Context: an optimization exercise on an open-source flow, tuned for small area, a short achievable clock period and few clock cycles. The choices shown serve that exercise and are no tape-out recipe.
The RTL was checked by simulation tests, not by an equivalence proof against the original design.
No activity file was given, so power comes from the tool's default toggle rates.

Setup of rev 12:
==> flow/design.v (excerpt) <==
module dbc3_blit (
    input  wire        clk,
    input  wire        rst,
    input  wire        start,
    output wire        ready,
    output reg         done,
    input  wire [23:0] src_addr,
    input  wire [8:0]  blit_x,
    input  wire [8:0]  blit_y,
    input  wire        flip_x,
    input  wire        flip_y,
    input  wire [7:0]  pen,
    input  wire        pen_mode,
    input  wire [9:0]  clip_x,
    input  wire [9:0]  clip_y,
    input  wire [9:0]  clip_width,
    input  wire [9:0]  clip_height,
    input  wire [3:0]  clip_ctrl,
    input  wire [23:0] rom_len,
    output wire [23:0] end_src_addr,
    output wire [8:0]  end_blit_y,
    output reg         anom_oor,
    output reg  [7:0]  anom_unk,
    output wire        rom_req,
    output wire [23:0] rom_addr,
    input  wire        rom_gnt,
    input  wire [7:0]  rom_rdata,
    output wire        pix_valid,
    input  wire        pix_ready,
    output wire [8:0]  pix_x,
    output wire [8:0]  pix_y,
    output wire [7:0]  pix_pen
);
clock: 8.0 ns
lec_check: 0
cap_margin: 20
core_margin: 2
core_utilization: 40
cts_buf_list: sky130_fd_sc_hd__clkbuf_4 sky130_fd_sc_hd__clkbuf_8
place_density: 0.6
setup_slack_margin: 4
slew_margin: 20
tns_end_percent: 30
standard.sh (not shown) runs the stock make flow with config.mk's settings and CLKGATE_MAP_FILE= SYNTH_SCRIPT=/design/flow/synth_recipe.tcl, a recipe that flattens the netlist after the stock synthesis.
==> flow/flow/run.sh <==
#!/bin/bash
# Layout: the standard flow (standard.sh, which runs ORFS from synthesis
# to the final layout), unchanged except that the port buffers are
# sky130_fd_sc_hd__buf_1 cells instead of the larger delay buffer that
# buffer_ports picks by default. Every port still gets its buffer.
# ORFS writes each step's full output to its own log under orfs/logs/;
# make's own output goes to standard.log.
set -euo pipefail
export BUFFER_PORTS_ARGS="-buffer_cell sky130_fd_sc_hd__buf_1"
bash standard.sh > standard.log 2>&1
Testbench counts of rev 12, summed over its fixed seeds: cycles 37,259.
Here is what was changed in the inputs of rev 13 compared with rev 12.
--- a/flow/design.v
+++ b/flow/design.v
@@ -113,13 +113,17 @@
     wire [7:0]  qfld = {h[0], h[1], h[2], h[3], h[4], h[5], h[6], h[7]};
     wire [7:0]  pval = qfld >> (3'd7 - ps1);
     wire [15:0] tfld = {h[3], h[4], h[5], h[6], h[7], h[8], h[9], h[10],
                         h[11], h[12], h[13], h[14], h[15], h[16], h[17], h[18]};
     wire [15:0] nval = tfld >> (4'd15 - as1);
     wire pv_hold = pv_r & ~pix_ready;
-    wire yclip = ({1'b0, y_r} < cy_r) || (y_r > cb_r);
+    reg        pnext, unk_p;
+    wire       pn_go = pnext & ~pv_hold;
+    wire [8:0] y_inc = y_r + (flip_y_r ? 9'h1FF : 9'h001);
+    wire [8:0] y_a   = pn_go ? y_inc : y_r;
+    wire yclip = ({1'b0, y_a} < cy_r) || (y_a > cb_r);
     wire ay = (ctrl_r[2] & ~yclip) | (ctrl_r[3] & yclip);
     reg  ay_r;
     always @(posedge clk) ay_r <= ay;
     wire lskip = ~is_copy & ~ay_r;
     wire       xs_cnt = pskip | (s_pix & ~is_copy);
     wire [8:0] xm     = xs_cnt ? cnt[8:0] : 9'd0;
@@ -134,13 +138,13 @@
     wire op_arg  = (op == OP_LINE) | (op == OP_COPY) | (op == OP_SKIP);
     wire op_xy   = (op == OP_NEXT) | (op == OP_SKIP);
     wire need_p  = is_copy | first;
     wire go_op   = s_op & ~(op_xy & pv_hold)
                    & (op_arg ? okA : (op == OP_CHGA) ? ok7 : (op == OP_CHGP) ? ok6 : ok3);
     wire go_hdr  = s_hdr & ok8;
-    wire go_pix  = s_pix & ~pv_hold & (~need_p | okP);
+    wire go_pix  = s_pix & ~pv_hold & ~pnext & (~need_p | okP);
     wire k3  = go_op & ((op == OP_NEXT) | (op == OP_UNUSED));
     wire kS  = go_op & (op == OP_STOP);
     wire kA  = go_op & op_arg;
     wire k7  = go_op & (op == OP_CHGA);
     wire k6  = go_op & (op == OP_CHGP);
     wire k8  = go_hdr;
@@ -180,12 +184,14 @@
             s_fin  <= 1'b0;
             s_fin2 <= 1'b0;
             done   <= 1'b0;
             req    <= 1'b0;
             dv     <= 1'b0;
             pv_r   <= 1'b0;
+            pnext  <= 1'b0;
+            unk_p  <= 1'b0;
         end else begin
             done <= 1'b0;
             dv <= rom_req & rom_gnt;
             if (wr) begin
                 case (wslot)
                     2'd0: sb[7:0]   <= wbits;
@@ -201,12 +207,19 @@
             if (rneg) anom_oor <= 1'b1;
             if ((rom_req & rom_gnt) | fin_go) fa <= fa_n;
             req <= (s_init | s_hdr | s_op | s_pix) & ~kS & ~endf & room;
             if (pv_r & pix_ready) pv_r <= 1'b0;
             if (pskip) x_r <= xn;
             pskip <= 1'b0;
+            if (pn_go) begin
+                y_r <= y_inc;
+                x_r <= xsm_r;
+            end
+            pnext <= (go_op & (op == OP_NEXT)) | (pnext & pv_hold);
+            if (unk_p && anom_unk != 8'hFF) anom_unk <= anom_unk + 8'd1;
+            unk_p <= go_op & (op == OP_UNUSED);
             if (s_idle & start) begin
                 s_idle     <= 1'b0;
                 s_init     <= 1'b1;
                 len_r      <= rom_len;
                 flip_x_r   <= flip_x;
                 flip_y_r   <= flip_y;
@@ -227,12 +240,14 @@
                 bc         <= 6'd0;
                 wslot      <= 2'd0;
                 lim        <= 6'd0;
                 anom_oor   <= 1'b0;
                 anom_unk   <= 8'd0;
                 pskip      <= 1'b0;
+                pnext      <= 1'b0;
+                unk_p      <= 1'b0;
             end
             if (s_init) begin
                 cr_r   <= (({1'b0, cx_r} + {1'b0, cr_r}) > 11'd511)
                           ? 10'd511 : {1'b0, cx_r[8:0] + cr_r[8:0]};
                 cb_r   <= (({1'b0, cy_r} + {1'b0, cb_r}) > 11'd511)
                           ? 10'd511 : {1'b0, cy_r[8:0] + cb_r[8:0]};
@@ -249,22 +264,17 @@
                 cnt     <= nval;
                 is_copy <= (op == OP_COPY);
                 first   <= 1'b1;
             end
             if (go_op) begin
                 case (op)
-                    OP_NEXT: begin
-                        y_r <= y_r + (flip_y_r ? 9'h1FF : 9'h001);
-                        x_r <= xsm_r;
-                    end
                     OP_LINE, OP_COPY: begin
                         s_op    <= 1'b0;
                         s_pix   <= 1'b1;
                     end
                     OP_SKIP: pskip <= 1'b1;
-                    OP_UNUSED: if (anom_unk != 8'hFF) anom_unk <= anom_unk + 8'd1;
                     OP_CHGA: as1 <= {h[3], h[4], h[5], h[6]};
                     OP_CHGP: ps1 <= {h[3], h[4], h[5]};
                     OP_STOP: begin
                         s_op  <= 1'b0;
                         s_fin <= 1'b1;
                     end
--- outcome ---
Rev 12 and rev 13 ended up with nearly the same power consumption. Rev 12 → rev 13: met2 track demand over resource +2.6 points, sequential share of layout area shrank by 0.59 points, layout overhead on the synthesized area increased by 2.7 points relative to the old numbers. Against rev 12 as the reference, rev 13 delivers a higher total routing usage reported by global routing. Going from rev 12 to rev 13, met2 layer wire length in the routed design saw an increase, cell area saw an increase, minimum setup slack in the final design saw an increase, met3 track utilization from global routing saw a decrease. The run showing the greater global-route wire length before repair is rev 13. Delta (rev 13 minus rev 12): combinational fraction of design power saw a decrease, die footprint ~0 delta. Number of standard cells in the final layout excluding fillers ends up higher on rev 13.
Testbench counts of rev 13, summed over its fixed seeds: cycles 37,259.

[static timing again, ports no longer ideal]
The results above use ideal ports. As a check the final layouts listed here were re-extracted and re-timed, cells and wires unchanged.
Step 1, drivers: a clkbuf_16 drives clk and a buf_2 each remaining input, both assumed.
Step 2, shift: input delay + t, output delay - t, t = (earliest + latest rising clock arrival at the registers) / 2. This alone moves slack from input paths to output paths.
Three values: ideal ports, drivers, drivers and shift; two values: the first two.
run	t (ns)	slack for setup (ns)	worst setup path at the end	clock arrival spread, ns	slew at the worst register clock pin (ns)
rev 12	0.677	4.006 / 4.003 / 3.584	input to register	0.027 / 0.027	0.06 / 0.06
rev 13	0.661	4.030 / 4.027 / 3.366	input to register	0.048 / 0.048	0.07 / 0.07
After both steps every run listed still meets setup and hold. The setup slack of rev 13, which loses most, moves by -0.003 ns with the drivers and by -0.664 ns with both steps.
